From an optimization exercise on the open Yosys and OpenROAD flow, aimed at a short achievable clock period and few clock cycles; shortcuts taken in it are not production practice.
Only simulation tests tie the RTL to the original design; equivalence was not proved.
Power and IR drop assume default switching activity.

File: design/flow/run.sh
#!/bin/bash
# synth_recipe.tcl (not shown) runs the flow's synth.tcl, then flattens the netlist and writes it again
# the make line also repeats each setting of config.mk as NAME=value (left out here)
make -C /OpenROAD-flow-scripts/flow DESIGN_CONFIG=/design/flow/config.mk WORK_HOME=/design/flow/orfs CLKGATE_MAP_FILE= SYNTH_SCRIPT=/design/flow/synth_recipe.tcl finish
File: design/flow/config.mk
export PLATFORM = sky130hd
export DESIGN_NAME = vx16_core
export DESIGN_NICKNAME = vx16_core
export VERILOG_FILES = /design/flow/design.v
export SDC_FILE = /design/flow/constraint.sdc
export NUM_CORES = 4
export LEC_CHECK = 0
export CAP_MARGIN = 20
export CORE_MARGIN = 2
export CORE_UTILIZATION = 40
export SLEW_MARGIN = 20
File: design/flow/constraint.sdc
create_clock -name core_clock -period 10.0 [get_ports {clk}]
set_input_delay 2.0000 -clock core_clock [delete_from_list [all_inputs] [get_ports {clk}]]
set_output_delay 2.0000 -clock core_clock [all_outputs]
set_load 0.01 [all_outputs]
File: design/flow/design.v
module vx16_core (
    input  wire        clk,
    input  wire        rst,
    input  wire        cmd_valid,
    input  wire [1:0]  cmd_op,
    input  wire [15:0] cmd_pc,
    input  wire        cmd_debug,
    input  wire        cmd_limit_en,
    input  wire [31:0] cmd_limit,
    input  wire        cancel_req,
    output wire        ready,
    output reg         done,
    output reg  [3:0]  status,
    output reg  [31:0] steps,
    output reg  [15:0] fault_info,
    output reg  [2:0]  fault_sub,
    output reg         slot_valid,
    output reg         trace_valid,
    output reg  [15:0] trace_pc,
    output reg  [31:0] trace_ir,
    output reg  [2:0]  trace_flags,
    output wire        mem_re,
    output wire        mem_we,
    output wire [13:0] mem_addr,
    output wire [7:0]  mem_wdata,
    input  wire [7:0]  mem_rdata,
    input  wire [4:0]  dbg_sel,
    output reg  [15:0] dbg_data
);
    localparam [1:0] CMD_ALLOC = 2'd0, CMD_FREE = 2'd1, CMD_SETPC = 2'd2, CMD_EXEC = 2'd3;
    localparam [3:0] ST_HALTED   = 4'd0, ST_OOB       = 4'd1, ST_BADREG = 4'd2,
                     ST_BADOP    = 4'd3, ST_BADSLOT   = 4'd6, ST_LIMIT  = 4'd7,
                     ST_CANCEL   = 4'd8;
    localparam [7:0] OP_HALT = 8'h00, OP_NOP  = 8'h01,
                     OP_LDI  = 8'h10, OP_MOV  = 8'h11, OP_LDB  = 8'h12, OP_LDW  = 8'h13,
                     OP_STB  = 8'h14, OP_STW  = 8'h15,
                     OP_ADD  = 8'h20, OP_SUB  = 8'h21, OP_AND  = 8'h22, OP_OR   = 8'h23,
                     OP_XOR  = 8'h24, OP_SHL  = 8'h25, OP_SHR  = 8'h26,
                     OP_ADDI = 8'h28, OP_SUBI = 8'h29, OP_SHLI = 8'h2A, OP_SHRI = 8'h2B,
                     OP_CMP  = 8'h30, OP_CMPI = 8'h31,
                     OP_JMP  = 8'h40, OP_JZ   = 8'h41, OP_JNZ  = 8'h42, OP_JC   = 8'h43,
                     OP_JNC  = 8'h44, OP_JS   = 8'h45, OP_JNS  = 8'h46,
                     OP_PUSH = 8'h50, OP_POP  = 8'h51, OP_CALL = 8'h52, OP_RET  = 8'h53;
    reg [15:0] x [0:15];
    reg [15:0] pc;              
    reg [31:0] ir;              
    reg [15:0] ipc;             
    reg [2:0]  flags;           
    reg        run;
    reg        ex_v;            
    reg [1:0]  ms;              
    reg        debug_r;
    reg        limit_en_r;
    reg [31:0] rem;             
    reg        rem0;            
    reg        cancel_r;
    reg        sb_v;
    reg        sb_two;
    reg [13:0] sb_addr;
    reg [15:0] sb_data;
    reg [13:0] ea1_r;
    reg [7:0]  ld_lo;
    reg        pf_on;
    reg        rd_pf;           
    reg [15:0] pf_wa;           
    reg [15:0] pf_ba;           
    reg [1:0]  pf_k;            
    reg [23:0] pf_buf;
    reg        fb_v;            
    reg [15:0] fb_a;
    reg [31:0] fb_d;
    reg [15:0] win_lo, win_hi;  
    reg [31:0]  c_data [0:127];
    reg [4:0]   c_tag  [0:127];
    reg [127:0] c_val;
    assign ready = ~run;
    wire [7:0]  op    = ir[7:0];
    wire [7:0]  fa    = ir[15:8];
    wire [7:0]  fb    = ir[23:16];
    wire [7:0]  fc    = ir[31:24];
    wire [15:0] imm16 = ir[31:16];
    reg op_ok, use_a, use_b, use_c;
    always @(*) begin
        op_ok = 1'b1; use_a = 1'b0; use_b = 1'b0; use_c = 1'b0;
        case (op)
            OP_HALT, OP_NOP, OP_RET: ;
            OP_JMP, OP_JZ, OP_JNZ, OP_JC, OP_JNC, OP_JS, OP_JNS, OP_CALL: ;
            OP_PUSH, OP_POP, OP_LDI, OP_ADDI, OP_SUBI, OP_CMPI: use_a = 1'b1;
            OP_MOV, OP_CMP, OP_SHLI, OP_SHRI,
            OP_LDB, OP_LDW, OP_STB, OP_STW: begin use_a = 1'b1; use_b = 1'b1; end
            OP_ADD, OP_SUB, OP_AND, OP_OR, OP_XOR, OP_SHL, OP_SHR:
                begin use_a = 1'b1; use_b = 1'b1; use_c = 1'b1; end
            default: op_ok = 1'b0;
        endcase
    end
    wire bad_a = use_a && (fa[7:4] != 4'd0);
    wire bad_b = use_b && (fb[7:4] != 4'd0);
    wire bad_c = use_c && (fc[7:4] != 4'd0);
    wire [15:0] ra = x[fa[3:0]];
    wire [15:0] rb = x[fb[3:0]];
    wire [15:0] rc = x[fc[3:0]];
    wire [15:0] sp = x[15];
    wire is_r3   = (op >= OP_ADD) && (op <= OP_SHR);
    wire is_rs   = (op == OP_SHLI) || (op == OP_SHRI);
    wire is_imm  = (op == OP_ADDI) || (op == OP_SUBI) || (op == OP_CMPI);
    wire is_halt = (op == OP_HALT);
    wire is_ldb  = (op == OP_LDB);
    wire is_ldw  = (op == OP_LDW);
    wire is_push = (op == OP_PUSH);
    wire is_pop  = (op == OP_POP);
    wire is_call = (op == OP_CALL);
    wire is_ret  = (op == OP_RET);
    wire [15:0] src1 = (is_r3 || is_rs) ? rb : ra;
    wire [15:0] src2 = is_r3  ? rc :
                       is_imm ? imm16 :
                       is_rs  ? {8'h00, fc} : rb;
    wire [16:0] add_w   = {1'b0, src1} + {1'b0, src2};
    wire [15:0] sub_r   = src1 - src2;
    wire        sub_c   = (src1 < src2);
    wire        sh_big  = (src2 >= 16'd16);
    wire [31:0] shl_w   = {16'h0000, src1} << src2[3:0];
    wire [15:0] shl_r   = sh_big ? 16'h0000 : shl_w[15:0];
    wire        shl_c   = sh_big ? (src1 != 16'h0000) : (shl_w[31:16] != 16'h0000);
    wire [15:0] shr_r   = sh_big ? 16'h0000 : (src1 >> src2[3:0]);
    reg [15:0] alu_r;
    reg        alu_c;
    always @(*) begin
        alu_r = 16'h0000; alu_c = 1'b0;
        case (op)
            OP_ADD, OP_ADDI:          begin alu_r = add_w[15:0]; alu_c = add_w[16]; end
            OP_SUB, OP_SUBI, OP_CMP,
            OP_CMPI:                  begin alu_r = sub_r; alu_c = sub_c; end
            OP_AND:                   alu_r = src1 & src2;
            OP_OR:                    alu_r = src1 | src2;
            OP_XOR:                   alu_r = src1 ^ src2;
            OP_SHL, OP_SHLI:          begin alu_r = shl_r; alu_c = shl_c; end
            OP_SHR, OP_SHRI:          alu_r = shr_r;
            default: ;
        endcase
    end
    wire [2:0] alu_flags  = {alu_r[15], alu_c, (alu_r == 16'h0000)};
    wire       sets_flags = is_r3 || is_rs || is_imm || (op == OP_CMP);
    wire       writes_alu = is_r3 || is_rs || (op == OP_ADDI) || (op == OP_SUBI);
    wire [2:0] new_flags  = sets_flags ? alu_flags : flags;
    wire is_load  = (op == OP_LDB) || (op == OP_LDW) || is_pop || is_ret;
    wire is_store = (op == OP_STB) || (op == OP_STW) || is_push || is_call;
    wire is_byte  = (op == OP_LDB) || (op == OP_STB);
    wire [15:0] sp_dn = sp - 16'd2;
    wire [15:0] sp_up = sp + 16'd2;
    wire [15:0] ea    = (is_push || is_call) ? sp_dn :
                        (is_pop  || is_ret)  ? sp :
                        rb + {{8{fc[7]}}, fc};
    wire        ea_oob = (ea[15:14] != 2'd0) || (!is_byte && (ea[13:0] == 14'h3FFF));
    wire [15:0] st_data = is_call ? pc : ra;
    wire dec_fault = !op_ok || bad_a || bad_b || bad_c;
    wire any_fault = dec_fault || ((is_load || is_store) && ea_oob);
    reg cond;
    always @(*) begin
        case (op)
            OP_JMP:  cond = 1'b1;
            OP_JZ:   cond =  flags[0];
            OP_JNZ:  cond = ~flags[0];
            OP_JC:   cond =  flags[1];
            OP_JNC:  cond = ~flags[1];
            OP_JS:   cond =  flags[2];
            OP_JNS:  cond = ~flags[2];
            default: cond = 1'b0;
        endcase
    end
    wire ex0      = ex_v && (ms == 2'd0);
    wire fault_go = ex0 && any_fault && !sb_v;
    wire halt_go  = ex0 && is_halt && !sb_v;
    wire st_go    = ex0 && is_store && !any_fault && !sb_v;
    wire ld_go    = ex0 && is_load && !any_fault && !sb_v;
    wire ld_done  = ex_v && is_load && (is_ldb ? (ms == 2'd1) : (ms == 2'd2));
    wire alu_go   = ex0 && !is_load && !is_store && !is_halt && !dec_fault;
    wire commit   = alu_go || st_go || ld_done || halt_go;
    wire leave    = commit && !is_halt;
    wire [15:0] ea_p1 = ea + 16'd1;
    wire flush = st_go && (ea <= win_hi) && (ea_p1 >= win_lo);
    wire [15:0] ld_val = is_ldb ? {8'h00, mem_rdata} : {mem_rdata, ld_lo};
    wire        wr_en   = (alu_go && (writes_alu || (op == OP_LDI) || (op == OP_MOV))) ||
                          (ld_done && !is_ret);
    wire [15:0] wr_data = is_load       ? ld_val :
                          (op == OP_LDI) ? imm16 :
                          (op == OP_MOV) ? rb : alu_r;
    wire        sp_en   = (st_go && (is_push || is_call)) || (ld_done && (is_pop || is_ret));
    wire [15:0] sp_val  = is_load ? sp_up : sp_dn;
    wire        br_now = ex_v && (cond || is_call);
    wire [15:0] la     = br_now ? imm16 : pc;
    wire [6:0]  li     = {la[8:7] ^ la[10:9] ^ la[12:11], la[6:2]};
    wire        la_oob = (la[15:14] != 2'd0) || ((la[13:2] == 12'hFFF) && (la[1:0] != 2'd0));
    wire        c_hit  = c_val[li] && (c_tag[li] == la[13:9]) && (la[1:0] == 2'd0);
    wire        f_hit  = fb_v && (fb_a == la);
    wire        s_done = rd_pf && (pf_k == 2'd3);
    wire [31:0] s_word = {mem_rdata, pf_buf};
    wire        s_hit  = s_done && (pf_wa == la);
    wire        hit    = (c_hit || f_hit || s_hit) && !la_oob;
    wire [31:0] hit_data = s_hit ? s_word : f_hit ? fb_d : c_data[li];
    wire stop     = cancel_r || (limit_en_r && rem0);
    wire ex_free  = !ex_v || (leave && !is_ret && !flush);
    wire enter    = run && ex_free && hit && !stop;
    wire restart  = run && ex_free && !hit && !stop && !la_oob && !(pf_on && (pf_wa == la));
    wire idle_end = run && !ex_v && !sb_v && (stop || la_oob);
    wire [6:0]  wi     = {pf_wa[8:7] ^ pf_wa[10:9] ^ pf_wa[12:11], pf_wa[6:2]};
    wire        wa_ok  = (pf_wa[1:0] == 2'd0) && (pf_wa[15:14] == 2'd0) && (pf_wa[13:2] != 12'hFFF || 1'b1);
    wire ex_port   = ex_v && is_load && (((ms == 2'd0) && !sb_v) || ((ms == 2'd1) && !is_ldb));
    wire [15:0] ahead = pf_ba - pc;
    wire pf_issue  = run && pf_on && !sb_v && !ex_port && !(ex_v && is_store) && (ahead < 16'd12);
    assign mem_we    = sb_v;
    assign mem_re    = run && !sb_v;
    assign mem_wdata = sb_data[7:0];
    assign mem_addr  = sb_v ? sb_addr :
                       ex_port ? ((ms == 2'd0) ? ea[13:0] : ea1_r) :
                       pf_ba[13:0];
    always @(*) begin
        case (dbg_sel)
            5'd16:   dbg_data = pc;
            5'd17:   dbg_data = {13'h0000, flags};
            5'd18:   dbg_data = ir[15:0];
            5'd19:   dbg_data = ir[31:16];
            default: dbg_data = dbg_sel[4] ? 16'h0000 : x[dbg_sel[3:0]];
        endcase
    end
    integer i;
    always @(posedge clk) begin
        if (rst) begin
            run         <= 1'b0;
            slot_valid  <= 1'b0;
            done        <= 1'b0;
            trace_valid <= 1'b0;
            sb_v        <= 1'b0;
            ex_v        <= 1'b0;
            pf_on       <= 1'b0;
            rd_pf       <= 1'b0;
        end else begin
            done        <= 1'b0;
            trace_valid <= 1'b0;
            cancel_r    <= cancel_req;
            if (!run) begin
                if (cmd_valid) begin
                    case (cmd_op)
                        CMD_ALLOC: begin
                            slot_valid <= 1'b1;
                            pc         <= cmd_pc;
                            ir         <= 32'h0;
                            flags      <= 3'b000;
                            for (i = 0; i < 16; i = i + 1)
                                x[i] <= 16'h0000;
                        end
                        CMD_FREE:  slot_valid <= 1'b0;
                        CMD_SETPC: if (slot_valid) pc <= cmd_pc;
                        CMD_EXEC: begin
                            if (!slot_valid) begin
                                status <= ST_BADSLOT;
                                done   <= 1'b1;
                            end else begin
                                run        <= 1'b1;
                                debug_r    <= cmd_debug;
                                limit_en_r <= cmd_limit_en;
                                rem        <= cmd_limit;
                                rem0       <= (cmd_limit == 32'd0);
                                steps      <= 32'd0;
                                ex_v       <= 1'b0;
                                ms         <= 2'd0;
                                pf_on      <= 1'b1;
                                pf_wa      <= pc;
                                pf_ba      <= pc;
                                pf_k       <= 2'd0;
                                rd_pf      <= 1'b0;
                                fb_v       <= 1'b0;
                                c_val      <= 128'd0;
                                win_lo     <= 16'hFFFF;
                                win_hi     <= 16'h0000;
                            end
                        end
                    endcase
                end
            end else begin
                if (sb_v) begin
                    sb_v    <= sb_two;
                    sb_two  <= 1'b0;
                    sb_addr <= sb_addr + 14'd1;
                    sb_data <= {8'h00, sb_data[15:8]};
                end
                if (rd_pf) begin
                    case (pf_k)
                        2'd0: pf_buf[7:0]   <= mem_rdata;
                        2'd1: pf_buf[15:8]  <= mem_rdata;
                        2'd2: pf_buf[23:16] <= mem_rdata;
                        default: ;
                    endcase
                    pf_k <= pf_k + 2'd1;
                    if (pf_k == 2'd3) begin
                        fb_v  <= 1'b1;
                        fb_a  <= pf_wa;
                        fb_d  <= s_word;
                        if (wa_ok) begin
                            c_data[wi] <= s_word;
                            c_tag[wi]  <= pf_wa[13:9];
                            c_val[wi]  <= 1'b1;
                        end
                        pf_wa <= pf_wa + 16'd4;
                    end
                end
                rd_pf <= pf_issue;
                if (pf_issue) begin
                    pf_ba <= pf_ba + 16'd1;
                    if (pf_ba < win_lo) win_lo <= pf_ba;
                    if (pf_ba > win_hi) win_hi <= pf_ba;
                end
                if (restart) begin
                    pf_on <= 1'b1;
                    pf_wa <= la;
                    pf_ba <= la;
                    pf_k  <= 2'd0;
                    rd_pf <= 1'b0;
                end
                if (ld_go) begin
                    ms    <= 2'd1;
                    ea1_r <= ea[13:0] + 14'd1;
                end
                if (ex_v && is_load && !is_ldb && (ms == 2'd1)) begin
                    ld_lo <= mem_rdata;
                    ms    <= 2'd2;
                end
                if (st_go) begin
                    sb_v    <= 1'b1;
                    sb_two  <= !is_byte;
                    sb_addr <= ea[13:0];
                    sb_data <= st_data;
                end
                if (sp_en) x[15] <= sp_val;
                if (wr_en) x[fa[3:0]] <= wr_data;
                if (commit) begin
                    flags <= new_flags;
                    if (steps != 32'hFFFF_FFFF)
                        steps <= steps + 32'd1;
                    if (debug_r) begin
                        trace_valid <= 1'b1;
                        trace_pc    <= ipc;
                        trace_ir    <= ir;
                        trace_flags <= new_flags;
                    end
                end
                if (enter) begin
                    ex_v <= 1'b1;
                    ms   <= 2'd0;
                    ir   <= hit_data;
                    ipc  <= la;
                    pc   <= la + 16'd4;
                    rem  <= rem - 32'd1;
                    rem0 <= (rem == 32'd1);
                end else if (leave) begin
                    ex_v <= 1'b0;
                    pc   <= is_ret ? ld_val : la;
                end
                if (flush) begin
                    c_val  <= 128'd0;
                    fb_v   <= 1'b0;
                    pf_on  <= 1'b0;
                    rd_pf  <= 1'b0;
                    win_lo <= 16'hFFFF;
                    win_hi <= 16'h0000;
                end
                if (halt_go) begin
                    status <= ST_HALTED;
                    done   <= 1'b1;
                    run    <= 1'b0;
                    ex_v   <= 1'b0;
                end else if (fault_go) begin
                    if (!op_ok) begin
                        status <= ST_BADOP; fault_info <= {8'h00, op}; fault_sub <= 3'd0;
                    end else if (bad_a) begin
                        status <= ST_BADREG; fault_info <= {8'h00, fa}; fault_sub <= 3'd1;
                    end else if (bad_b) begin
                        status <= ST_BADREG; fault_info <= {8'h00, fb}; fault_sub <= 3'd2;
                    end else if (bad_c) begin
                        status <= ST_BADREG; fault_info <= {8'h00, fc}; fault_sub <= 3'd3;
                    end else begin
                        status <= ST_OOB; fault_info <= ea; fault_sub <= is_byte ? 3'd1 : 3'd2;
                    end
                    done <= 1'b1;
                    run  <= 1'b0;
                    ex_v <= 1'b0;
                    pc   <= ipc;
                end else if (idle_end) begin
                    if (cancel_r)
                        status <= ST_CANCEL;
                    else if (limit_en_r && rem0)
                        status <= ST_LIMIT;
                    else begin
                        status     <= ST_OOB;
                        fault_info <= pc;
                        fault_sub  <= 3'd4;
                    end
                    done <= 1'b1;
                    run  <= 1'b0;
                end
            end
        end
    end
endmodule
==> reports/metrics.yaml <==
run_status:
  outcome: "timing/DRC/antenna clean"
detailed_routing:
  wl_mm: 887
  route.met2.wl_mm: 388
  wl_met1_mm: 331
  routed.top_layer: "met5"
  drt_first_pass_iters: 7
  wl_met3_mm: 107
  ant_nets: 0
  vias: 171871
  drtIter0Drc: 26285
  via_per_inst: 6.17
  wl_per_cell_um: 31.8
  drc: 0
die:
  die_w_um: 785
  dieHeight_um: 785
  ios: 219
  die_area_mm2: 0.617
  design.core.area_mm2: 0.610
  row_count: 287
  initial_core_util: 0.401
place:
  dpl_cell_area_mm2: 0.258
  dp_cells: 26815
  dp.final_hpwl_mm: 526
  place_congestion: 0.970
  port_buffers: 218
sta:
  max_freq_mhz: 108
  tightestPinTransition_ns: 1.33
  clock_skew_ns: 0.0508
  timing.hold.ws_ns: 0.539
  min_period_ns: 9.22
  slew_headroom: 0.110
  setup_viol: 0
  slew_violations: 0
  hold_viol_final: 0
  fin_crit_sh: 0.922
  finalSetupTns_ns: 0
  rsz0062_at_grt: "false"
yosys:
  ys_seq_elements: 5547
  synth_top_cell_by_area: "edfxtp_1"
  syn_area_mm2: 0.244
  avgSynthCellArea_um2: 12.7
  syn-num-nets: 19419
  synthArstFlopShare: 0
  yosysSeqAreaShare: 0.681
  synth_flop_cell: "edfxtp_1"
  yosys_warnings: 1
  synth_edf_count: 5523
  postSynthCellCount: 19189
  synth_area_leaders: "edfxtp_1 (68%), nand2_1 (7.2%), mux4_2 (3.1%)"
  ys_types: 109
  yosysTopAreaCellShare: 0.679
grt:
  overflow: 0
  grt_use_total: 0.277
  grt_max_degree: 186
  grt_pass1_vias: 158962
  antenna_found_initial: 52
  grt_pass1_wl_mm: 1230
worst_hold_path:
  min_from: "sb_two"
  hold_path_class: "reg2reg"
setup_path:
  crit_path_max_fanout: 26
  cp.required_ns: 8.00
  critPathCaptureType: "primary output"
  cp_slowest_cell: "dfxtp_4"
  critPathArrivalTime_ns: 7.22
  cp-start-kind: "flop"
  cp_common_cell: "a21oi_1"
  path_class: "reg2out"
  cp_top_family: "compound AO/OA/AOI/OAI gates"
  worst-path-buf-inv: 2
  cp_slowest_stage_delay_ns: 0.74
  crit_chain: "mux4_2, a22oi_1, nand2_1, ha_1, fa_1, a21o_1, a21oi_1, o21bai_1, a21oi_1, o21ai_0, a2111oi_0, buf_4, a21o_1, nor2_1, a21oi_1, nor2_1, a21oi_1, o21ai_0, clkdlybuf4s50_1"
clock_tree:
  clkLatencyLatePin_ns: 1.15
  post_cts_buffers: 0
  cts-root-buf: "clkbuf_16"
  cts_resized: 0
  clockBufferDepth: 4
  clk_pin_slew_worst_paths_ns: 0.06
  cts.sinks: 5547
  cts_tree: "yes"
  cts_made_buffers: 579
  h-tree-depth: 6
  hold_buffers: 0
power_and_ir_drop:
  power_density_mw_per_mm2: 176
  ir_drop_uv: 188
  leakagePower_nw: 92.7
finish:
  drive_above_1_share: 0.112
  fin_area_mm2: 0.275
  fin_cells: 27856
  syn2layout_area_growth_pct: 12.7
  final_net_count: 19534
job:
  maxCapViolCount: 0
-- metal layers --
metal,vias up,track usage
met3,2264,0.0723
met1,86414,0.364
li1,72484,-
met5,-,0
met4,22,0.161
met2,10687,0.416
-- final timing paths --
path,end,slack [ns],cells past startpoint
setup / recovery,mem_addr[12],0.78,19
hold / removal,sb_v,0.54,2
setup reg to reg,c_val[123],1.16,27
hold reg to reg,sb_v,0.54,2
-- worst min-delay path: stages, from the launching register on --
cell	delay, ns
edfxtp_1	0.33
nor2_1	0.05
nor3_1	0.11
-- placed cells by master, fill, tap and decap left out, drive strengths merged, types with 102 or more instances in the layout --
cell type	count
buf	746
a211oi	299
a22oi	102
a311oi	703
o21ai	226
xnor2	141
edfxtp	5523
clkinv	232
nand2	4700
nand3	1501
inv	231
clkbuf	743
clkdlybuf4s50	208
mux2i	244
nor2	932
a31oi	305
mux4	341
a21o	102
and3	472
a21oi	584
nor3	150
ha	158
-- cells in the mapped netlist, drive strengths merged, types with 204 or more instances --
master / count
mux4: 341
clkbuf: 670
nand2: 4700
nand3: 1501
mux2i: 244
nor2: 932
a31oi: 305
buf: 750
a211oi: 299
a21oi: 584
edfxtp: 5523
o21ai: 226
inv: 204
a311oi: 703
and3: 472
-- area by class of cell --
class	instances	area, um2
multi-input combinational	12015	72000
sequential	5547	166000
timing repair buffer	954	8500
inverter	207	841
clock buffer	743	15400
antenna	19	47.5
clock inverter	279	2000
fill	54216	335000
tap	8092	10100
-- kinds of logic (layout without fill, tap and decap cells) --
family                   count (synthesis)  after routing  share of synthesized area
adder cells (fa/ha/maj)                161            161                    0.00834
AND/OR/NAND/NOR                       8137           8137                      0.144
buffers and inverters                 1627           2183                     0.0315
flip-flops                            5547           5547                      0.681
XOR/XNOR                               204            204                    0.00732
multiplexers                           632            632                     0.0436
AO/OA/AOI/OAI                         2881           2881                     0.0845
other                                    0             19                          0
-- state kept, by name, summed over array words and instances (netlist names), 24 cells and up, named ones only --
signal,flops
pf_buf,24
trace_ir,32
fb_d,32
steps,32
x,256
ir,32
rem,32
c_val,128
c_tag,640
c_data,4096
-- metrics by stage --
stage / setup WS, ns / power, W / util
2_1_floorplan: 0.257 / 0.0273 / -
3_3_place_gp: 1.29 / 0.0285 / 0.422
3_5_place_dp: 1.35 / 0.0285 / 0.423
4_1_cts: 0.804 / 0.0486 / 0.451
5_1_grt: 0.501 / 0.0496 / 0.451
6_report: 0.777 / 0.0485 / 0.451
-- where the power goes --
part | internal [W] | total [W] | leakage [nW] | switching (W)
sequential | 0.0253 | 0.0254 | 50.0 | 0.0000614
combinational | 0.000814 | 0.00276 | 34.3 | 0.00195
clock | 0.0112 | 0.0204 | 8.46 | 0.00923
total | 0.0373 | 0.0485 | 92.7 | 0.0112
Testbench counts, summed over its fixed seeds: cycles 120,131.

static timing again, ports no longer ideal:
In the flow no input, the clock included, has a driving cell. The finished layout below was timed again as built, in two steps. Step 1: set_driving_cell puts a clkbuf_16 on clk and a buf_2 on each other input, an assumption about the parent block. Step 2 times the ports against the registers' clock, not the clock port: input delays grow and output delays shrink by t, the midpoint of the rising clock arrivals with the driver on. a / b / c = ideal ports / drivers / drivers and shift; a / b = the first two.
t (ns): 1.251
slack for setup (ns): 0.777 / 0.649 / 1.157
clock arrival spread, ns: 0.052 / 0.052
worst register clock-pin slew, ns: 0.07 / 0.07
worst data-port slew with drivers (ns): 0.12
After both steps setup and hold are still met in this run. For this run, drivers alone change the setup slack by -0.128 ns; drivers and shift together by +0.380 ns.
